From an optimization exercise on the open Yosys and OpenROAD flow, aimed at small area; shortcuts taken in it are not production practice.
Only simulation tests tie the RTL to the original design; equivalence was not proved.
No activity file was given, so power comes from the tool's default toggle rates.

==> design/flow/design.v <==
module fenc_crc8 (
    input  wire [7:0] x,
    output wire [7:0] y
);
    wire [7:0] s [0:8];
    assign s[0] = x;
    genvar i;
    generate
        for (i = 0; i < 8; i = i + 1) begin : g_step
            assign s[i+1] = s[i][7] ? ({s[i][6:0], 1'b0} ^ 8'hD5) : {s[i][6:0], 1'b0};
        end
    endgenerate
    assign y = s[8];
endmodule
module fenc_clamp (
    input  wire [15:0] v,
    input  wire        rng,
    input  wire        force_lo,
    input  wire        force_hi,
    output wire [10:0] c
);
    wire signed [15:0] sv = v;
    wire [10:0] lo = rng ? 11'd191  : 11'd1000;
    wire [10:0] hi = rng ? 11'd1792 : 11'd2000;
    wire below = rng ? (sv < 16'sd191)  : (sv < 16'sd1000);
    wire above = rng ? (sv > 16'sd1792) : (sv > 16'sd2000);
    wire lt = force_lo | (!force_hi & below);
    wire gt = force_hi | above;
    assign c = lt ? lo : gt ? hi : v[10:0];
endmodule
module fenc (
    input  wire        clk,
    input  wire        rst,           
    input  wire        cmd_valid,
    output wire        cmd_ready,
    input  wire [31:0] cmd,
    output wire        rsp_valid,
    output wire        rsp_ok,
    output wire [15:0] rsp_data
);
    localparam [7:0] OP_NOP    = 8'h00, OP_LDAX   = 8'h01, OP_LDCH   = 8'h02,
                     OP_SETARM = 8'h03, OP_CSRW   = 8'h04, OP_CSRR   = 8'h05,
                     OP_RDAX   = 8'h06, OP_RDCH   = 8'h07, OP_RDFB   = 8'h08,
                     OP_POP    = 8'h09, OP_REWIND = 8'h0A, OP_RST    = 8'h0F,
                     OP_XORI   = 8'h10, OP_XORB   = 8'h11, OP_CRCI   = 8'h12,
                     OP_CRCB   = 8'h13, OP_MAPM   = 8'h20, OP_MAPC   = 8'h21,
                     OP_FMTM   = 8'h30, OP_FMTC   = 8'h31, OP_ENC    = 8'h40;
    localparam [4:0] S_IDLE = 5'd0,  S_RESP = 5'd2,  S_CLR  = 5'd3,
                     S_AXW  = 5'd4,  S_AXS  = 5'd5,  S_CHW  = 5'd6,  S_POLW = 5'd7,
                     S_FBW  = 5'd8,  S_FBS  = 5'd9,  S_MW   = 5'd10, S_MC   = 5'd11,
                     S_MCL  = 5'd12, S_MMIN = 5'd13, S_MINS = 5'd14, S_MAUX = 5'd15,
                     S_MAUXI= 5'd16, S_MREST= 5'd17, S_FW   = 5'd18, S_FR   = 5'd19,
                     S_FC   = 5'd20;
    reg  [7:0] pos;                   
    reg  [3:0] pj;                    
    wire       pos_end = (pos == 8'd175);
    wire [3:0] hch = pos[3:0] + {pos[2:0], 1'b0} + 4'd3;    
    reg [255:0] chr;
    reg [175:0] fbr;
    reg [15:0]  ax0, ax1, ax2, ax3;
    reg [43:0]  polr;
    wire [15:0] chh  = chr[15:0];
    wire        fbh  = fbr[0];
    wire [10:0] polh = polr[10:0];
    reg [4:0]  state;
    reg [4:0]  k;
    reg [15:0] T;                     
    reg [5:0]  idx;                   
    reg        f;                     
    reg        ok_q;
    reg [7:0]  xsum, crc;
    reg [5:0]  optr;
    reg [2:0]  ecode;
    reg        fvalid, fproto, fn16;
    reg [3:0]  cfg;                   
    reg        armed;
    reg        pp;                    
    reg        c1, c2, c3, sgn;
    wire idle = (state == S_IDLE);
    wire fire = idle && cmd_valid;
    assign cmd_ready = idle && !rst;
    assign rsp_valid = (state == S_RESP) && !rst;
    assign rsp_ok    = ok_q;
    assign rsp_data  = T;
    wire [7:0]  op   = cmd[31:24];
    wire [7:0]  cidx = cmd[23:16];
    wire [15:0] imm  = cmd[15:0];
    wire idx0 = (cidx == 8'd0);
    wire imm0 = (imm == 16'd0);
    reg legal;
    always @* begin
        case (op)
            OP_NOP, OP_POP, OP_REWIND, OP_RST, OP_XORI, OP_CRCI,
            OP_MAPM, OP_MAPC, OP_FMTM, OP_FMTC, OP_ENC:
                           legal = idx0 && imm0;
            OP_LDAX:       legal = (cidx[7:2] == 6'd0);
            OP_LDCH:       legal = (cidx[7:4] == 4'd0);
            OP_SETARM:     legal = idx0 && (imm[15:1] == 15'd0);
            OP_CSRW:       legal = 1'b1;
            OP_CSRR:       legal = imm0;
            OP_RDAX:       legal = (cidx[7:2] == 6'd0) && imm0;
            OP_RDCH:       legal = (cidx[7:4] == 4'd0) && imm0;
            OP_RDFB:       legal = imm0;
            OP_XORB, OP_CRCB:
                           legal = idx0 && (imm[15:8] == 8'd0);
            default:       legal = 1'b0;
        endcase
    end
    wire [5:0] flen = !fvalid ? 6'd0 : fproto ? 6'd26 : fn16 ? 6'd38 : 6'd22;
    wire       err  = (ecode != 3'd0);
    wire       csr_lo  = (cidx[7:3] == 5'd0) && (cidx[2:0] <= 3'd5);
    wire       csr_pol = (cidx[7:2] == 6'b000010);
    reg [15:0] csr_rdata;
    always @* begin
        case (cidx[2:0])
            3'd0:    csr_rdata = {12'd0, cfg};
            3'd1:    csr_rdata = {8'd0, 1'b0, ecode, 1'b0, err, fproto, fvalid};
            3'd2:    csr_rdata = {10'd0, flen};
            3'd3:    csr_rdata = {10'd0, optr};
            3'd4:    csr_rdata = {8'd0, xsum};
            default: csr_rdata = {8'd0, crc};
        endcase
    end
    wire [15:0] cl_in  = T;
    wire        cl_rng = (state == S_CLR) ? pos[1] : (state == S_POLW) ? idx[1] : pp;
    wire        cl_flo = ((state == S_CLR) && !pos[0]) || (state == S_MAUXI);
    wire        cl_fhi = ((state == S_CLR) &&  pos[0]) || (state == S_MAUX);
    wire [10:0] cl_out;
    fenc_clamp u_clamp (.v(cl_in), .rng(cl_rng), .force_lo(cl_flo), .force_hi(cl_fhi), .c(cl_out));
    wire       in_fr  = (state == S_FR);
    wire       in_fc  = (state == S_FC);
    wire       pass   = in_fr | in_fc;
    wire       fb_din = (pj == 4'd0) ? cl_out[0] : T[1];    
    wire       ebit   = in_fr ? fb_din : fbh;
    wire [2:0] bi     = fproto ? pos[2:0] : pj[2:0];
    wire       incl   = fproto | fn16 | !k[3];           
    wire [7:0] e_fmt  = {7'd0, ebit & incl} << bi;
    wire       sel_crc = in_fr ? fproto : op[1];
    wire [7:0] eng_x  = in_fc ? T[7:0] : sel_crc ? crc : xsum;
    wire [7:0] eng_e  = pass ? e_fmt : imm[7:0];
    wire [7:0] eng_y  = eng_x ^ eng_e;
    wire [7:0] eng_f;
    fenc_crc8 u_crc (.x(eng_y), .y(eng_f));
    wire       eng_usef = pass ? (fproto && (pos[2:0] == 3'd7)) : op[1];
    wire [7:0] eng_z  = eng_usef ? eng_f : eng_y;
    wire [7:0] chk_init = fproto ? 8'hD3 : (fn16 ? 8'hE8 : 8'hD8);
    reg [15:0] axa;
    always @* begin
        case (idx[1:0])
            2'd0: axa = ax0;
            2'd1: axa = ax1;
            2'd2: axa = ax2;
            default: axa = ax3;
        endcase
    end
    wire axh = axa[0];
    wire thr = (idx[1:0] == 2'd3);
    function automatic xterm(input [4:0] kk, input [4:0] o, input tap, input sg);
        xterm = (kk < o) ? 1'b0 : (kk > 5'd15 + o) ? sg : tap;
    endfunction
    wire [25:0] csh  = pp ? (thr ? 26'h0017E00 : 26'h00F8000) : (thr ? 26'h007D000 : 26'h0177000);
    wire        dbit = csh[k];
    wire        mc_end = (k == (thr ? 5'd24 : 5'd25));
    wire xa  = armed & xterm(k, 5'd7, axa[9], sgn);
    wire xbr = armed & (pp ? xterm(k, 5'd6, axa[10], sgn) : xterm(k, 5'd1, axa[15], sgn));
    wire xcr = armed & (pp ? xterm(k, 5'd3, axa[13], sgn) : xterm(k, 5'd0, axa[0], sgn));
    wire xb  = pp ? xbr : ~xbr;
    wire xc  = pp ? xcr : ~xcr;
    wire s1  = xa ^ xb ^ c1;
    wire s2  = s1 ^ xc ^ c2;
    wire rb  = s2 ^ dbit ^ c3;
    wire c1n = (xa & xb) | (xa & c1) | (xb & c1);
    wire c2n = (s1 & xc) | (s1 & c2) | (xc & c2);
    wire c3n = (s2 & dbit) | (s2 & c3) | (dbit & c3);
    function automatic lt11(input [10:0] a, input [10:0] b);
        integer n;
        reg l, e;
        begin
            l = 1'b0; e = 1'b1;
            for (n = 10; n >= 0; n = n - 1) begin
                l = l | (e & ~a[n] & b[n]);
                e = e & ~(a[n] ^ b[n]);
            end
            lt11 = l;
        end
    endfunction
    wire pol_lt = lt11(polh, T[10:0]);
    wire ord = pp ? cfg[3] : cfg[2];
    wire [3:0] tgt = {idx[3:1], idx[0] ^ (ord & idx[1] & (state == S_MINS))};
    wire ch_hit = (hch == tgt);
    wire [5:0] K      = f ? optr : idx;
    wire [5:0] Km5    = K - 6'd5;
    wire [5:0] Km3    = K - 6'd3;
    wire       fb_hdr = fproto ? (K < 6'd3) : (K < 6'd5);
    wire       fb_chk = fproto ? (K == 6'd25) : (K == (fn16 ? 6'd37 : 6'd21));
    reg  [7:0] fb_cbyte;
    always @* begin
        if (fproto) begin
            case (K[1:0])
                2'd0:    fb_cbyte = 8'hC8;
                2'd1:    fb_cbyte = 8'h18;
                default: fb_cbyte = 8'h16;
            endcase
        end else begin
            case (K[2:0])
                3'd0:    fb_cbyte = 8'h24;
                3'd1:    fb_cbyte = 8'h4D;
                3'd2:    fb_cbyte = 8'h3C;
                3'd3:    fb_cbyte = fn16 ? 8'h20 : 8'h10;
                default: fb_cbyte = 8'hC8;
            endcase
        end
    end
    wire fb_start = fproto ? (pos == {Km3[4:0], 3'b000})
                           : (!k[4] && (k[3:0] == Km5[4:1]) && (pj == {Km5[0], 3'b000}));
    wire fb_mask  = fproto | !Km5[0] | pj[3];
    wire ax_go  = (pos[3:0] == 4'd0);
    wire pol_go = (pos[1:0] == idx[1:0]);
    always @(posedge clk) begin
        chr  <= {chr[15:0], chr[255:16]};
        fbr  <= {fbr[0], fbr[175:1]};
        ax0  <= {ax0[0], ax0[15:1]};
        ax1  <= {ax1[0], ax1[15:1]};
        ax2  <= {ax2[0], ax2[15:1]};
        ax3  <= {ax3[0], ax3[15:1]};
        polr <= {polr[10:0], polr[43:11]};
        if (rst) begin
            pos <= 8'd0; pj <= 4'd0;
        end else begin
            pos <= pos_end ? 8'd0 : pos + 8'd1;
            if (pj == 4'd10) pj <= 4'd0;
            else pj <= pj + 4'd1;
        end
        if (rst) begin
            state <= S_CLR;
            k     <= 5'd0;
            f     <= 1'b0;
            T     <= 16'd0;
        end else begin
            case (state)
                S_IDLE: begin
                    T   <= imm;
                    idx <= cidx[5:0];
                    if (cmd_valid) begin
                        ok_q  <= 1'b1;
                        state <= S_RESP;
                        if (!legal) begin
                            ok_q <= 1'b0; T <= 16'd0;
                            if (!err) ecode <= 3'd1;
                        end else begin
                            case (op)
                                OP_LDAX, OP_RDAX: begin f <= !op[2]; state <= S_AXW; end
                                OP_LDCH, OP_RDCH: begin f <= !op[2]; state <= S_CHW; end
                                OP_SETARM: begin armed <= imm[0]; T <= 16'd0; end
                                OP_CSRW: begin
                                    f <= 1'b1;
                                    if (idx0) begin cfg <= imm[3:0]; T <= 16'd0; end
                                    else if (csr_pol) state <= S_POLW;
                                    else begin
                                        ok_q <= 1'b0; T <= 16'd0;
                                        if (!err) ecode <= 3'd2;
                                    end
                                end
                                OP_CSRR: begin
                                    f <= 1'b0;
                                    if (csr_lo) T <= csr_rdata;
                                    else if (csr_pol) state <= S_POLW;
                                    else begin
                                        ok_q <= 1'b0;
                                        if (!err) ecode <= 3'd2;
                                    end
                                end
                                OP_RDFB, OP_POP: begin
                                    f <= op[0]; k <= 5'd16;
                                    if (!fvalid) begin
                                        ok_q <= 1'b0;
                                        if (!err) ecode <= 3'd4;
                                    end else if (op[0] ? (fproto ? (optr == 6'd26) : fn16 ? (optr == 6'd38) : (optr == 6'd22))
                                                          : (fproto ? (cidx >= 8'd26) : fn16 ? (cidx >= 8'd38) : (cidx >= 8'd22))) begin
                                        ok_q <= 1'b0;
                                        if (!err) ecode <= 3'd3;
                                    end else state <= S_FBW;
                                end
                                OP_REWIND: optr <= 6'd0;
                                OP_RST: begin f <= 1'b1; k <= 5'd0; state <= S_CLR; end
                                OP_XORI: xsum <= 8'd0;
                                OP_XORB: begin xsum <= eng_z; T <= 16'd0; end
                                OP_CRCI: crc <= 8'd0;
                                OP_CRCB: begin crc <= eng_z; T <= 16'd0; end
                                OP_MAPM, OP_MAPC: begin pp <= op[0]; f <= 1'b0; state <= S_MW; end
                                OP_ENC: begin pp <= cfg[0]; f <= 1'b1; state <= S_MW; end
                                OP_FMTM, OP_FMTC: begin pp <= op[0]; state <= S_FW; end
                                default: ;
                            endcase
                        end
                    end
                end
                S_CLR: begin
                    cfg <= 4'b1000; armed <= 1'b0; xsum <= 8'd0; crc <= 8'd0;
                    optr <= 6'd0; ecode <= 3'd0; fvalid <= 1'b0; fproto <= 1'b0; fn16 <= 1'b0;
                    ok_q <= 1'b1;
                    k <= k + 5'd1;
                    if (k == 5'd15) state <= f ? S_RESP : S_IDLE;
                end
                S_AXW, S_AXS: begin
                    if (state == S_AXS || ax_go) begin
                        T <= {!f & axh, T[15:1]};
                        k <= (state == S_AXW) ? 5'd1 : k + 5'd1;
                        state <= S_AXS;
                        if (state == S_AXS && k == 5'd15) state <= S_RESP;
                    end
                end
                S_CHW: begin
                    if (ch_hit) begin
                        T <= f ? 16'd0 : chh;
                        state <= S_RESP;
                    end
                end
                S_POLW: begin
                    if (pol_go) begin
                        T <= f ? 16'd0 : {5'd0, polh};
                        state <= S_RESP;
                    end
                end
                S_FBW: begin
                    if (pos_end) k <= 5'd0;
                    else if (pj == 4'd10 && !k[4]) k <= k + 5'd1;
                    if (fb_chk) begin
                        if (pos_end) begin
                            T <= {8'd0, chk_init};
                            state <= S_FC;
                        end
                    end else if (fb_hdr) begin
                        T <= {8'd0, fb_cbyte};
                        if (f) optr <= optr + 6'd1;
                        state <= S_RESP;
                    end else if (fb_start) begin
                        T <= {fbh & fb_mask, T[15:1]};
                        k <= 5'd1;
                        state <= S_FBS;
                    end
                end
                S_FBS: begin
                    T <= {(k < 5'd8) & fbh & fb_mask, T[15:1]};
                    k <= k + 5'd1;
                    if (k == 5'd15) begin
                        if (f) optr <= optr + 6'd1;
                        state <= S_RESP;
                    end
                end
                S_MW: begin
                    c1 <= !pp; c2 <= !pp; c3 <= 1'b0;
                    k <= 5'd0;
                    if (pos[3:0] == 4'd15) state <= S_MC;
                end
                S_MC: begin
                    c1 <= c1n; c2 <= c2n; c3 <= c3n;
                    if (k == 5'd15) sgn <= axh;
                    T <= {rb, T[15:1]};
                    k <= k + 5'd1;
                    if (mc_end) state <= S_MCL;
                end
                S_MCL: begin
                    T <= {5'd0, cl_out};
                    state <= thr ? S_MMIN : S_MINS;
                end
                S_MMIN: begin
                    if (pos[1:0] == {pp, 1'b1}) begin
                        if (pol_lt) T <= {5'd0, polh};
                        state <= S_MINS;
                    end
                end
                S_MINS: begin
                    if (ch_hit) begin
                        idx[2:0] <= idx[2:0] + 3'd1;
                        state <= (idx[1:0] == 2'd3) ? S_MAUX : S_MW;
                    end
                end
                S_MAUX: begin
                    if (armed) begin
                        T <= {5'd0, cl_out};
                        state <= S_MAUXI;
                    end else if (pos[1:0] == {pp, 1'b0}) begin
                        T <= {5'd0, polh};
                        state <= S_MAUXI;
                    end
                end
                S_MAUXI: begin
                    if (ch_hit) begin
                        T <= {5'd0, cl_out};
                        k <= 5'd0;
                        state <= S_MREST;
                    end
                end
                S_MREST: begin
                    k <= k + 5'd1;
                    if (k == 5'd15) begin
                        T <= 16'd0;
                        state <= f ? S_FW : S_RESP;
                    end
                end
                S_FW: begin
                    fproto <= pp; fn16 <= cfg[1];
                    if (pp) crc <= 8'hD3; else xsum <= cfg[1] ? 8'hE8 : 8'hD8;
                    k <= 5'd0;
                    if (pos_end) begin
                        T <= chh;
                        state <= S_FR;
                    end
                end
                S_FR: begin
                    if (fproto) crc <= eng_z; else xsum <= eng_z;
                    if (pj == 4'd10) k <= k + 5'd1;
                    if (pos_end) T <= 16'd0;
                    else if (pj == 4'd10) T <= chh;
                    else if (pj == 4'd0) T <= {5'd0, cl_out};
                    else T <= {1'b0, T[15:1]};
                    if (pos_end) begin
                        fvalid <= 1'b1; optr <= 6'd0;
                        state <= S_RESP;
                    end
                end
                S_FC: begin
                    T <= {8'd0, eng_z};
                    if (pj == 4'd10) k <= k + 5'd1;
                    if (pos_end) begin
                        if (f) optr <= optr + 6'd1;
                        state <= S_RESP;
                    end
                end
                default: begin   
                    state <= S_IDLE;
                end
            endcase
        end
        if (!rst) begin
            if ((state == S_CLR) ||
                (state == S_CHW && ch_hit && f) ||
                ((state == S_MINS || state == S_MAUXI) && ch_hit) ||
                (state == S_MREST && hch >= 4'd5))
                chr[255:240] <= T;
            if (state == S_FR)
                fbr[175] <= fb_din;
            if ((state == S_CLR) || (state == S_POLW && pol_go && f))
                polr[43:33] <= cl_out;
            if ((state == S_CLR) ||
                (((state == S_AXW && ax_go) || state == S_AXS) && f)) begin
                if (state == S_CLR || idx[1:0] == 2'd0) ax0[15] <= T[0];
                if (state == S_CLR || idx[1:0] == 2'd1) ax1[15] <= T[0];
                if (state == S_CLR || idx[1:0] == 2'd2) ax2[15] <= T[0];
                if (state == S_CLR || idx[1:0] == 2'd3) ax3[15] <= T[0];
            end
        end
    end
endmodule
==> design/flow/flow/run.sh <==
#!/bin/bash
# Standard ORFS layout with these changes:
#  - synthesis maps the logic with flow/abc_map.script (area only: deepsyn, then mapping; no ABC
#    buffering or gate sizing) and leaves adders to ABC too (no separate half/full-adder
#    mapping); everything else in synthesis, registers included, is unchanged;
#  - the port buffers are the smallest buffer cell;
#  - CTS uses larger sink clusters and no dummy loads.
set -euo pipefail
here=$(pwd)
rm -rf scripts_map
cp -r "$FLOW_HOME/scripts" scripts_map
cp flow/abc_map.script scripts_map/abc_speed.script
bash standard.sh SCRIPTS_DIR="$here/scripts_map" ADDER_MAP_FILE= synth > synth.log 2>&1
export BUFFER_PORTS_ARGS="-buffer_cell sky130_fd_sc_hd__buf_1"
export CTS_ARGS="-sink_clustering_enable -repair_clock_nets -dont_use_dummy_load -buf_list {sky130_fd_sc_hd__clkbuf_4} -sink_clustering_size 11 -sink_clustering_max_diameter 40"
bash standard.sh > layout.log 2>&1
==> design/flow/flow/abc_map.script <==
&get -n
&st
&deepsyn -T 60
&dch -f
&nf -R 1000
&put
topo
==> design/flow/standard.sh <==
#!/bin/bash
# synth_recipe.tcl (not shown) runs the flow's synth.tcl, then flattens the netlist and writes it again
# the make line also repeats each setting of config.mk as NAME=value (left out here)
make -C /OpenROAD-flow-scripts/flow DESIGN_CONFIG=/design/flow/config.mk WORK_HOME=/design/flow/orfs CLKGATE_MAP_FILE= SYNTH_SCRIPT=/design/flow/synth_recipe.tcl "${@:-finish}"
==> design/flow/config.mk <==
export PLATFORM = sky130hd
export DESIGN_NAME = fenc
export DESIGN_NICKNAME = fenc
export VERILOG_FILES = /design/flow/design.v
export SDC_FILE = /design/flow/constraint.sdc
export NUM_CORES = 4
export LEC_CHECK = 0
export CAP_MARGIN = 20
export CORE_MARGIN = 2
export CORE_UTILIZATION = 65
export GPL_TIMING_DRIVEN = 0
export SLEW_MARGIN = 20
==> design/flow/constraint.sdc <==
create_clock -name core_clock -period 20.0 [get_ports {clk}]
set_input_delay 4.0000 -clock core_clock [delete_from_list [all_inputs] [get_ports {clk}]]
set_output_delay 4.0000 -clock core_clock [all_outputs]
set_load 0.01 [all_outputs]
==> results of run 1 <==
[report_power, final]
part	internal (mW)	total, mW	switching [mW]
combinational	0.118	0.361	0.243
clock	0.164	0.518	0.354
sequential	1.36	1.44	0.0834
total	1.64	2.32	0.680
[flip-flops by register name (all words and copies together) (netlist names), 8 cells and up]
register / flops
T: 16
ax0: 16
ax1: 16
ax2: 16
ax3: 16
chr: 256
crc: 8
fbr: 176
polr: 44
pos: 8
xsum: 8
[layout by cell type (no fill, tap or decap), types with 11 or more instances in the layout]
cell,count
dfxtp_1,579
nand2_1,131
nor2_1,113
o21ai_0,94
a21oi_1,78
clkbuf_4,71
buf_1,52
edfxtp_1,45
nor3_1,40
xnor2_1,30
clkinv_1,28
mux2_1,26
nand3_1,23
nor2b_1,19
nand2b_1,18
o22ai_1,17
xor2_1,17
a22oi_1,15
a31oi_1,14
mux2i_1,13
and2_0,13
a221o_1,13
or2_0,11
a22o_1,11
a222oi_1,11
[cells by family (layout without fill, tap and decap cells)]
logic type | Yosys count | after routing | synth area share, %
AO/OA/AOI/OAI | 343 | 343 | 12.3
XOR/XNOR | 48 | 48 | 2.39
adder cells (fa/ha/maj) | 4 | 4 | 0.220
multiplexers | 39 | 39 | 2.32
other | 0 | 2 | 0
AND/OR/NAND/NOR | 425 | 425 | 11.0
buffers and inverters | 28 | 156 | 0.578
flip-flops | 624 | 624 | 71.1
[metal layers]
metal  up-vias  wire [um]
li1       5642          -
met1      5853      19400
met2       606      20000
met5         -          0
met3       149       3820
met4         0       1900
[worst max path at each step]
stage | slack, ps | cells after the start | end
floorplan | 11640 | 1 | cmd_ready
global placement | 10370 | 3 | cmd_ready
detailed placement | 11010 | 3 | cmd_ready
CTS | 11010 | 3 | cmd_ready
global route | 10930 | 3 | cmd_ready
finish | 11000 | 3 | cmd_ready
[layout make-up]
| class | instances | area, um^2 | share of cell area [%] |
|---|---|---|---|
| repair buffers | 57 | 231 | 1.19 |
| clock buffers | 71 | 533 | 2.73 |
| flip-flops and latches | 624 | 12900 | 66.4 |
| multi-input cells | 859 | 5210 | 26.7 |
| diodes | 2 | 5.00 | 0.0257 |
| inverters | 28 | 105 | 0.539 |
| well taps | 378 | 473 | 2.43 |
==> impl_metrics.csv, run 1 <==
group,metric,value,unit
yosys,synth_edf_count,45,
clock_tree,cts_sinks,624,
yosys,synth_warnings,2,
die,pin_count,54,
worst_setup_path,r2r_slack,12620,ps
routing,first_iter_violations,1470,
pwr,p_leak,7.25,nW
pwr,p_per_area,119,mW/mm^2
timing,fin_ws,11000,ps
clock_tree,numCtsBuffers,71,
routing,viasPerCell,6.07,
timing,slew_viol_final,0,
job,drv_cap,0,
routing,drt_pass1_iterations,7,
global_route,grt_util_met1,43.0,%
clock_tree,root_buffer,"clkbuf_4",
yosys,synth.top_cells.by_count,"dfxtp_1, nand2_1, nor2_1, o21ai_0, a21oi_1",
placed_design,dp.cells,1946,
clock_tree,postCtsSetupRepairBufs,0,
timing,tightest_slew,1070,ps
timing,setup_violations,0,
clock_tree,htreeDepth,3,
clock_tree,clk_latency,710,ps
die,start_util,65.7,%
timing,fin_crit_sh,45.0,%
global_route,gr-usage-met2,47.3,%
yosys,syn_inst,1511,
timing,clock_skew,83.5,ps
routing,routedWlPerCell,22.3,um
die,core_area,0.0277,mm^2
clock_tree,path_clk_slew,110,ps
worst_setup_path,crit_chain,"buf_2 > nor2_1 > buf_1",
global_route,grt_pass1_vias,12055,
worst_setup_path,path_buf_inv,2,
pwr,ir_drop,0.0000734,V
die,dieArea,0.0293,mm^2
clock_tree,hold_buffers,0,
yosys,yosys.area.top_type,"dfxtp_1",
die,die_w,171,um
global_route,grt_overflow_total,0,
worst_setup_path,cp_top_family,"buffers and inverters",
placed_design,place_hpwl,32000,um
timing,tns,0,ps
yosys,yosys-top-cells-area,"dfxtp_1, edfxtp_1, nand2_1, o21ai_0, nor2_1",
worst_setup_path,crit_slowest_cell,"nor2_1",
placed_design,preCtsSetupSlack,11010,ps
cells_and_area,final_area,0.0195,mm^2
timing,hold_viol,0,
yosys,ys_seq_area_share,71.1,%
die,die_y,171,um
global_route,grt_max_degree,26,
yosys,ys_ff_latch,624,
worst_hold_path,hold_end,"chr[143]",
yosys,synth.avg_cell_area,12.0,um^2
yosys,ys_types,64,
worst_setup_path,crit_path_start_kind,"input port",
timing,whs,283,ps
global_route,antenna_found_initial,2,
cells_and_area,instances_no_fill,2019,
worst_setup_path,path_class,"input port to output port",
placed_design,place_congestion,1.00,
global_route,grt.total_usage,31.1,%
global_route,use_met3,6.30,%
global_route,grt_pass1_wl,68300,um
yosys,syn-cell-area,0.0182,mm^2
worst_setup_path,r2r-end,"T[7]",
yosys,async_flop_share,0,%
clock_tree,cts_tree,"built",
timing,max_slew_margin,28.5,%
die,rows,61,
yosys,post-synth-top-count-cell,"dfxtp_1",
worst_setup_path,max_stage_delay,480,ps
timing,min_period,9000,ps
worst_setup_path,crit-reg2reg-launch,"state[0]",
worst_setup_path,cp.required,16000,ps
worst_setup_path,critPathArrivalTime,5000,ps
placed_design,port-buffer-count,53,
clock_tree,cts_buffer_depth,3,
pwr,p_total,2.32,mW
cells_and_area,fin_util,70.4,%
timing,grt_setup_unrepaired,"false",
routing,vias,12250,
routing,routed_wl,45000,um
cells_and_area,syn2layout_area_growth,7.16,%
placed_design,placed_area,0.0189,mm^2
cells_and_area,drive_above_1_share,5.25,%
cells_and_area,nFillCells,1939,
status,status,"complete, no violations",
yosys,syn_nets,1546,
worst_setup_path,reg2reg_depth,23,
worst_hold_path,min_path_type,"register to register",
global_route,grt_most_used_layer,"met2",
worst_setup_path,path_max_fanout,25,
worst_hold_path,hp-start,"chr[159]",
cells_and_area,nets,1676,
worst_hold_path,worst_hold_path.num_cells,0,
routing,drc_errors,0,
worst_setup_path,crit_start,"rst",
timing,max_freq,0.111,GHz
worst_setup_path,worstSetupEndpointType,"output port",
routing,drtAntennaViolNets,0,
clock_tree,cts_resized,0,
yosys,synth_top_area_share,63.7,%
yosys,yosys_most_used_dff,"dfxtp_1",
==> run 2, diff against run 1 <==
--- a/design/flow/design.v
+++ b/design/flow/design.v
@@ -45,7 +45,7 @@
                      OP_XORI   = 8'h10, OP_XORB   = 8'h11, OP_CRCI   = 8'h12,
                      OP_CRCB   = 8'h13, OP_MAPM   = 8'h20, OP_MAPC   = 8'h21,
                      OP_FMTM   = 8'h30, OP_FMTC   = 8'h31, OP_ENC    = 8'h40;
-    localparam [4:0] S_IDLE = 5'd0,  S_RESP = 5'd2,  S_CLR  = 5'd3,
+    localparam [4:0] S_IDLE = 5'd0,  S_RESP = 5'd2,  S_RERR = 5'd3,  S_CLR  = 5'd21,
                      S_AXW  = 5'd4,  S_AXS  = 5'd5,  S_CHW  = 5'd6,  S_POLW = 5'd7,
                      S_FBW  = 5'd8,  S_FBS  = 5'd9,  S_MW   = 5'd10, S_MC   = 5'd11,
                      S_MCL  = 5'd12, S_MMIN = 5'd13, S_MINS = 5'd14, S_MAUX = 5'd15,
@@ -67,7 +67,6 @@
     reg [15:0] T;                     
     reg [5:0]  idx;                   
     reg        f;                     
-    reg        ok_q;
     reg [7:0]  xsum, crc;
     reg [5:0]  optr;
     reg [2:0]  ecode;
@@ -79,8 +78,8 @@
     wire idle = (state == S_IDLE);
     wire fire = idle && cmd_valid;
     assign cmd_ready = idle && !rst;
-    assign rsp_valid = (state == S_RESP) && !rst;
-    assign rsp_ok    = ok_q;
+    assign rsp_valid = (state[4:1] == 4'b0001) && !rst;
+    assign rsp_ok    = !state[0];
     assign rsp_data  = T;
     wire [7:0]  op   = cmd[31:24];
     wire [7:0]  cidx = cmd[23:16];
@@ -217,6 +216,10 @@
     wire ax_go  = (pos[3:0] == 4'd0);
     wire pol_go = (pos[1:0] == idx[1:0]);
     always @(posedge clk) begin
+        if (state == S_MW) begin c1 <= !pp; c2 <= !pp; c3 <= 1'b0; end
+        else begin c1 <= c1n; c2 <= c2n; c3 <= c3n; end
+    end
+    always @(posedge clk) begin
         chr  <= {chr[15:0], chr[255:16]};
         fbr  <= {fbr[0], fbr[175:1]};
         ax0  <= {ax0[0], ax0[15:1]};
@@ -242,10 +245,9 @@
                     T   <= imm;
                     idx <= cidx[5:0];
                     if (cmd_valid) begin
-                        ok_q  <= 1'b1;
                         state <= S_RESP;
                         if (!legal) begin
-                            ok_q <= 1'b0; T <= 16'd0;
+                            state <= S_RERR; T <= 16'd0;
                             if (!err) ecode <= 3'd1;
                         end else begin
                             case (op)
@@ -257,7 +259,7 @@
                                     if (idx0) begin cfg <= imm[3:0]; T <= 16'd0; end
                                     else if (csr_pol) state <= S_POLW;
                                     else begin
-                                        ok_q <= 1'b0; T <= 16'd0;
+                                        state <= S_RERR; T <= 16'd0;
                                         if (!err) ecode <= 3'd2;
                                     end
                                 end
@@ -266,18 +268,18 @@
                                     if (csr_lo) T <= csr_rdata;
                                     else if (csr_pol) state <= S_POLW;
                                     else begin
-                                        ok_q <= 1'b0;
+                                        state <= S_RERR;
                                         if (!err) ecode <= 3'd2;
                                     end
                                 end
                                 OP_RDFB, OP_POP: begin
                                     f <= op[0]; k <= 5'd16;
                                     if (!fvalid) begin
-                                        ok_q <= 1'b0;
+                                        state <= S_RERR;
                                         if (!err) ecode <= 3'd4;
                                     end else if (op[0] ? (fproto ? (optr == 6'd26) : fn16 ? (optr == 6'd38) : (optr == 6'd22))
                                                           : (fproto ? (cidx >= 8'd26) : fn16 ? (cidx >= 8'd38) : (cidx >= 8'd22))) begin
-                                        ok_q <= 1'b0;
+                                        state <= S_RERR;
                                         if (!err) ecode <= 3'd3;
                                     end else state <= S_FBW;
                                 end
@@ -298,7 +300,6 @@
                 S_CLR: begin
                     cfg <= 4'b1000; armed <= 1'b0; xsum <= 8'd0; crc <= 8'd0;
                     optr <= 6'd0; ecode <= 3'd0; fvalid <= 1'b0; fproto <= 1'b0; fn16 <= 1'b0;
-                    ok_q <= 1'b1;
                     k <= k + 5'd1;
                     if (k == 5'd15) state <= f ? S_RESP : S_IDLE;
                 end
@@ -349,12 +350,10 @@
                     end
                 end
                 S_MW: begin
-                    c1 <= !pp; c2 <= !pp; c3 <= 1'b0;
                     k <= 5'd0;
                     if (pos[3:0] == 4'd15) state <= S_MC;
                 end
                 S_MC: begin
-                    c1 <= c1n; c2 <= c2n; c3 <= c3n;
                     if (k == 5'd15) sgn <= axh;
                     T <= {rb, T[15:1]};
                     k <= k + 5'd1;
--- a/design/flow/flow/run.sh
+++ b/design/flow/flow/run.sh
@@ -12,5 +12,5 @@
 cp flow/abc_map.script scripts_map/abc_speed.script
 bash standard.sh SCRIPTS_DIR="$here/scripts_map" ADDER_MAP_FILE= synth > synth.log 2>&1
 export BUFFER_PORTS_ARGS="-buffer_cell sky130_fd_sc_hd__buf_1"
-export CTS_ARGS="-sink_clustering_enable -repair_clock_nets -dont_use_dummy_load -buf_list {sky130_fd_sc_hd__clkbuf_4} -sink_clustering_size 11 -sink_clustering_max_diameter 40"
+export CTS_ARGS="-sink_clustering_enable -repair_clock_nets -dont_use_dummy_load -buf_list {sky130_fd_sc_hd__clkbuf_4} -sink_clustering_size 10 -sink_clustering_max_diameter 40"
 bash standard.sh > layout.log 2>&1
==> design/flow/config.mk (replaced) <==
export PLATFORM = sky130hd
export DESIGN_NAME = fenc
export DESIGN_NICKNAME = fenc
export VERILOG_FILES = /design/flow/design.v
export SDC_FILE = /design/flow/constraint.sdc
export NUM_CORES = 4
export LEC_CHECK = 0
export CAP_MARGIN = 10
export CORE_MARGIN = 2
export CORE_UTILIZATION = 65
export GPL_TIMING_DRIVEN = 0
export SLEW_MARGIN = 10
==> impl_metrics.csv, run 2 <==
group,metric,value,unit
pwr,seq_power_share,59.1,%
yosys,yosys-top-cells-area,"dfxtp_1, edfxtp_1, nand2_1, nor2_1, o21ai_0",
timing,tns,0,ps
clock_tree,cts_resized,0,
worst_setup_path,critPathArrivalTime,5130,ps
yosys,ys_seq_area_share,71.5,%
yosys,synthAdderAreaFrac,0.111,%
timing,fin_crit_sh,45.6,%
clock_tree,postCtsSetupRepairBufs,0,
worst_setup_path,crit_path_start_kind,"input port",
pwr,p_clk_share,17.7,%
worst_setup_path,crit_slowest_cell,"nor2_1",
global_route,grt_overflow_total,0,
timing,grt_setup_unrepaired,"false",
yosys,synth_edf_count,41,
worst_setup_path,max_stage_delay,600,ps
yosys,synth_compound_area_share,12.4,%
pwr,ir_drop,0.000102,V
job,drv_cap,0,
yosys,ys_ff_latch,623,
status,status,"complete, no violations",
worst_setup_path,worstSetupEndpointType,"output port",
placed_design,port-buffer-count,53,
clock_tree,clk_latency,730,ps
pwr,p_comb_share,23.3,%
cells_and_area,largest_register,"chr",
yosys,synth.top_cells.by_count,"dfxtp_1, nand2_1, nor2_1, o21ai_0, a21oi_1",
yosys,synth-xor-area-share,2.28,%
routing,drc_errors,0,
placed_design,place_congestion,0.924,
yosys,synth_warnings,2,
cells_and_area,drive_above_1_share,5.38,%
routing,drt_pass1_iterations,6,
worst_setup_path,cp.required,16000,ps
global_route,antenna_found_initial,2,
timing,slew_viol_final,0,
cells_and_area,final_common_cell,"dfxtp_1",
clock_tree,cts_buffer_depth,3,
yosys,synth_top_family_by_area,"compound AO/OA/AOI/OAI gates",
cells_and_area,nFillCells,1860,
worst_setup_path,crit_chain,"buf_2 > nor2_1 > buf_1",
cells_and_area,syn2layout_area_growth,7.30,%
die,die_w,170,um
routing,routedWlPerCell,21.0,um
timing,whs,275,ps
yosys,synthMuxAreaShare,1.72,%
global_route,grt_pass1_vias,11881,
timing,clock_skew,78.5,ps
worst_setup_path,path_class,"input port to output port",
yosys,yosys.area.top_type,"dfxtp_1",
global_route,grt_pass1_wl,65800,um
cells_and_area,multi_input_area,0.00507,mm^2
clock_tree,path_clk_slew,100,ps
clock_tree,hold_buffers,0,
die,dieArea,0.0291,mm^2
yosys,synth.avg_cell_area,11.8,um^2
worst_setup_path,path_max_fanout,29,
pwr,p_leak,7.37,nW
cells_and_area,largest_reg_flops,256,
timing,max_slew_margin,22.3,%
clock_tree,cts_sinks,623,
timing,fin_ws,10870,ps
timing,min_period,9130,ps
timing,setup_violations,0,
die,rows,60,
yosys,yosys_most_used_dff,"dfxtp_1",
pwr,p_per_area,154,mW/mm^2
cells_and_area,ff_latch_area,0.0129,mm^2
clock_tree,numCtsBuffers,76,
global_route,grt.total_usage,29.7,%
pwr,p_int,2.00,mW
die,core_area,0.0271,mm^2
global_route,grt_max_degree,30,
pwr,power_switching,983,uW
timing,tightest_slew,1160,ps
pwr,p_sw_share,32.9,%
routing,viasPerCell,6.04,
yosys,synth_top_area_share,64.7,%
routing,vias,12249,
routing,first_iter_violations,1238,
cells_and_area,nets,1692,
routing,routed_wl,42700,um
clock_tree,cts_tree,"built",
timing,hold_viol,0,
routing,drtAntennaViolNets,0,
cells_and_area,final_cell_mix,"dfxtp_1, nand2_1, nor2_1",
yosys,ys_types,58,
yosys,syn_nets,1558,
yosys,async_flop_share,0,%
cells_and_area,top_regs,"chr: 256 flops, fbr: 176 flops, polr: 44 flops",
clock_tree,htreeDepth,3,
yosys,syn-cell-area,0.0180,mm^2
cells_and_area,fin_util,71.3,%
die,die_y,170,um
placed_design,preCtsSetupSlack,10900,ps
worst_hold_path,min_path_type,"register to register",
yosys,synth_simple_gate_area_share,11.4,%
yosys,syn_inst,1523,
timing,max_freq,0.110,GHz
die,start_util,66.5,%
placed_design,place_hpwl,29800,um
die,pin_count,54,
clock_tree,root_buffer,"clkbuf_4",
yosys,post-synth-top-count-cell,"dfxtp_1",
## run 2: cell families (layout without fill, tap and decap cells)
| group | after synthesis | count (layout) |
|---|---|---|
| AOI/OAI and AO/OA | 343 | 343 |
| xor gates and xnor gates | 47 | 47 |
| adders and majority gates | 2 | 2 |
| buffers and inverters | 28 | 160 |
| DFF | 623 | 623 |
| muxes | 29 | 29 |
| other | 0 | 2 |
| and+or+nand+nor | 451 | 451 |
## run 2: critical path, delay by kind of cell
family,cells,cell delay [ps]
simple gates,1,600
buf+inv,2,520
## run 2: final cells by class
class                   count  share of cell area, %
diodes                      2                 0.0259
clock buffers              76                   2.95
inverters                  28                  0.544
multi-input cells         872                   26.2
flip-flops and latches    623                   66.6
well taps                 372                   2.41
repair buffers             56                   1.19
## run 2: power groups by stage
| stage | Sequential (mW) | Combinational [mW] | Clock (mW) |
|---|---|---|---|
| 2_1_floorplan | 1.71 | 0.471 | 0 |
| 3_3_place_gp | 1.76 | 0.657 | 0 |
| 3_5_place_dp | 1.78 | 0.669 | 0 |
| 4_1_cts | 1.76 | 0.674 | 0.543 |
| 5_1_grt | 1.79 | 0.753 | 0.585 |
| 6_report | 1.76 | 0.694 | 0.527 |
## run 2: final timing paths
check                    to  cells after the start  slack (ps)     start
setup / recovery  cmd_ready                      3       10870       rst
hold / removal     chr[130]                      0         280  chr[146]
setup reg to reg       T[6]                     24       12670  state[4]
hold reg to reg    chr[130]                      0         280  chr[146]
## run 2: routing by layer
layer	global-route usage (%)	up-vias	part of all wire, %
li1	-	5682	-
met1	40.7	5750	43
met2	45.2	654	44
met3	6.09	159	8.6
met4	14.8	4	4.7
met5	1.39	-	0.15
## run 2: per-stage QoR
stage	area [um^2]	cells	power (mW)
after CTS	19300	2027	2.98
after global routing	19300	2029	3.13
final	19300	2029	2.98
after global placement	18700	1948	2.42
after detailed placement	18700	1951	2.45
after floorplan	18000	1523	2.18
==> run 3, diff against run 2 <==
--- a/design/flow/flow/run.sh
+++ b/design/flow/flow/run.sh
@@ -4,7 +4,8 @@
 #    buffering or gate sizing) and leaves adders to ABC too (no separate half/full-adder
 #    mapping); everything else in synthesis, registers included, is unchanged;
 #  - the port buffers are the smallest buffer cell;
-#  - CTS uses larger sink clusters and no dummy loads.
+#  - CTS builds the clock tree from clkbuf_4 cells on clusters of at most 10 sinks, with no
+#    dummy loads.
 set -euo pipefail
 here=$(pwd)
 rm -rf scripts_map
==> design/flow/flow/abc_map.script (replaced) <==
&get -n
&st
&deepsyn -T 120
&dch -f
&nf -R 1000
&put
topo
==> impl_metrics.csv, run 3 <==
group,metric,value,unit
global_route,grt_max_degree,30,
yosys,syn_inst,1517,
clock_tree,path_clk_slew,100,ps
yosys,synth_simple_gate_area_share,11.5,%
yosys,synth_top_area_share,64.7,%
worst_setup_path,path_max_fanout,29,
yosys,ys_ff_latch,623,
clock_tree,cts_buffer_depth,3,
worst_setup_path,r2r-end,"T[5]",
timing,clock_skew,164,ps
yosys,ys_types,55,
timing,fin_ws,10950,ps
routing,viasPerCell,6.18,
cells_and_area,nets,1687,
worst_setup_path,crit_path_start_kind,"input port",
timing,max_freq,0.110,GHz
die,die_y,170,um
pwr,p_leak,7.37,nW
timing,min_period,9050,ps
routing,first_iter_violations,1632,
worst_setup_path,worstSetupEndpointType,"output port",
yosys,synth.avg_cell_area,11.9,um^2
yosys,async_flop_share,0,%
global_route,grt_overflow_total,0,
clock_tree,clk_latency,760,ps
worst_hold_path,hold_end,"chr[162]",
status,status,"complete, no violations",
die,core_area,0.0271,mm^2
clock_tree,cts_sinks,623,
worst_hold_path,worst_hold_path.num_cells,0,
yosys,syn-cell-area,0.0180,mm^2
timing,slew_viol_final,0,
clock_tree,hold_buffers,0,
worst_setup_path,crit-reg2reg-launch,"state[4]",
timing,tightest_slew,1380,ps
worst_hold_path,hp-start,"chr[178]",
timing,max_slew_margin,7.32,%
cells_and_area,top_regs,"chr: 256 flops, fbr: 176 flops, polr: 44 flops",
placed_design,place_hpwl,32200,um
die,rows,60,
timing,grt_setup_unrepaired,"false",
pwr,p_total,2.83,mW
cells_and_area,drive_above_1_share,5.39,%
clock_tree,cts_resized,0,
yosys,post-synth-top-count-cell,"dfxtp_1",
yosys,synth_warnings,2,
clock_tree,postCtsSetupRepairBufs,0,
global_route,grt.total_usage,31.9,%
global_route,antenna_found_initial,2,
die,dieArea,0.0291,mm^2
yosys,synth_compound_area_share,12.3,%
routing,routedWlPerCell,22.6,um
timing,setup_violations,0,
timing,hold_viol,0,
routing,drt_pass1_iterations,6,
cells_and_area,largest_register,"chr",
die,die_w,170,um
cells_and_area,largest_reg_flops,256,
cells_and_area,final_common_cell,"dfxtp_1",
yosys,synth-xor-area-share,2.29,%
worst_setup_path,cp.required,16000,ps
die,pin_count,54,
yosys,syn_nets,1552,
clock_tree,cts_tree,"built",
yosys,synth_edf_count,41,
yosys,yosys-top-cells-area,"dfxtp_1, edfxtp_1, nand2_1, a21oi_1, nor2_1",
worst_setup_path,path_class,"input port to output port",
yosys,synth_top_family_by_area,"compound AO/OA/AOI/OAI gates",
yosys,yosys.area.top_type,"dfxtp_1",
worst_hold_path,min_path_type,"register to register",
global_route,grt_pass1_vias,12013,
placed_design,place_congestion,0.974,
die,start_util,66.4,%
cells_and_area,syn2layout_area_growth,7.30,%
clock_tree,root_buffer,"clkbuf_4",
timing,fin_crit_sh,45.3,%
routing,routed_wl,45700,um
worst_setup_path,r2r_slack,13390,ps
routing,drc_errors,0,
timing,tns,0,ps
global_route,grt_pass1_wl,69600,um
pwr,ir_drop,0.0000995,V
routing,vias,12496,
placed_design,preCtsSetupSlack,10990,ps
cells_and_area,nFillCells,1794,
placed_design,port-buffer-count,53,
routing,drtAntennaViolNets,0,
yosys,synthAdderAreaFrac,0.167,%
job,drv_cap,0,
yosys,ys_seq_area_share,71.5,%
pwr,p_per_area,146,mW/mm^2
clock_tree,numCtsBuffers,76,
worst_setup_path,reg2reg_depth,23,
yosys,synthMuxAreaShare,1.74,%
clock_tree,htreeDepth,3,
cells_and_area,final_cell_mix,"dfxtp_1, nand2_1, nor2_1",
yosys,synth.top_cells.by_count,"dfxtp_1, nand2_1, nor2_1, a21oi_1, o21ai_0",
worst_setup_path,critPathArrivalTime,5050,ps
yosys,yosys_most_used_dff,"dfxtp_1",
run 3: cells by family (layout without fill, tap and decap cells):
family | Yosys count | count (layout)
buffers and inverters | 26 | 159
XOR/XNOR | 47 | 47
AND/OR/NAND/NOR | 453 | 453
other | 0 | 1
flip-flops | 623 | 623
multiplexers | 29 | 29
AO/OA/AOI/OAI | 336 | 336
adder cells (fa/ha/maj) | 3 | 3
run 3: power breakdown:
| part | switching, mW | internal, mW |
|---|---|---|
| clock network | 0.358 | 0.176 |
| registers | 0.163 | 1.52 |
| logic | 0.400 | 0.211 |
| total | 0.921 | 1.90 |
run 3: layer usage:
metal | GRT usage, % | part of all wire [%] | vias to the layer above
met2 | 50.3 | 45 | 788
met1 | 44.2 | 41 | 5915
met5 | 0 | 0 | -
li1 | - | - | 5649
met3 | 5.95 | 9.8 | 144
met4 | 12.0 | 3.7 | 0
run 3: critical path: stages:
cell and delay (ps):
buf_2 300, nand2b_1 280, nor2_1 270, buf_1 190
run 3: area by class of cell:
type | instances | area [um^2] | area share [%]
antenna | 1 | 2.50 | 0.0130
sequential | 623 | 12900 | 66.7
multi-input combinational | 868 | 5070 | 26.2
tap | 372 | 465 | 2.41
inverter | 26 | 97.6 | 0.505
clock buffer | 76 | 571 | 2.95
timing repair buffer | 57 | 235 | 1.22
run 3: metrics by stage:
| stage | instance area [um^2] | utilization [%] | instances | hold WS [ps] |
|---|---|---|---|---|
| after floorplan | 18000 | - | 1517 | 310 |
| after global placement | 18700 | 68.9 | 1942 | 310 |
| after detailed placement | 18700 | 69.2 | 1946 | 312 |
| after CTS | 19300 | 71.3 | 2022 | 251 |
| after global routing | 19300 | 71.3 | 2023 | 255 |
| final | 19300 | 71.3 | 2023 | 260 |
run 3: worst max-delay path by stage:
| stage | start | end | slack, ps | cells past startpoint |
|---|---|---|---|---|
| after CTS | rst | rsp_valid | 10990 | 4 |
| after global placement | rst | cmd_ready | 10370 | 3 |
| after floorplan | rst | cmd_ready | 11650 | 1 |
| after global routing | rst | cmd_ready | 10930 | 3 |
| after detailed placement | rst | rsp_valid | 10990 | 4 |
| final | rst | rsp_valid | 10950 | 4 |

afterwards: timing with drivers on the ports:
The results above use ideal ports. As a check the final layouts listed here were re-extracted and re-timed, cells and wires unchanged.
Step 1 (the two cells are an assumption about what drives the block):
set clk [get_ports {clk}]
set_driving_cell -lib_cell sky130_fd_sc_hd__clkbuf_16 $clk
set_driving_cell -lib_cell sky130_fd_sc_hd__buf_2 [delete_from_list [all_inputs] $clk]
Step 2, shift: input delay + t, output delay - t, t = (earliest + latest rising clock arrival at the registers) / 2. This alone moves slack from input paths to output paths.
Three values: ideal, step 1, step 2; two values: the first two.
| run | t (ns) | slack for setup (ns) | worst register clock-pin slew, ns |
|---|---|---|---|
| run 1 | 0.724 | 10.996 / 10.966 / 10.966 | 0.12 / 0.12 |
| run 2 | 0.738 | 10.873 / 10.844 / 10.844 | 0.11 / 0.11 |
| run 3 | 0.718 | 10.949 / 10.914 / 10.914 | 0.12 / 0.12 |
After both steps setup and hold are still met in every run listed. The setup slack of run 3, which loses most, moves by -0.035 ns with the drivers and by -0.035 ns with both steps.
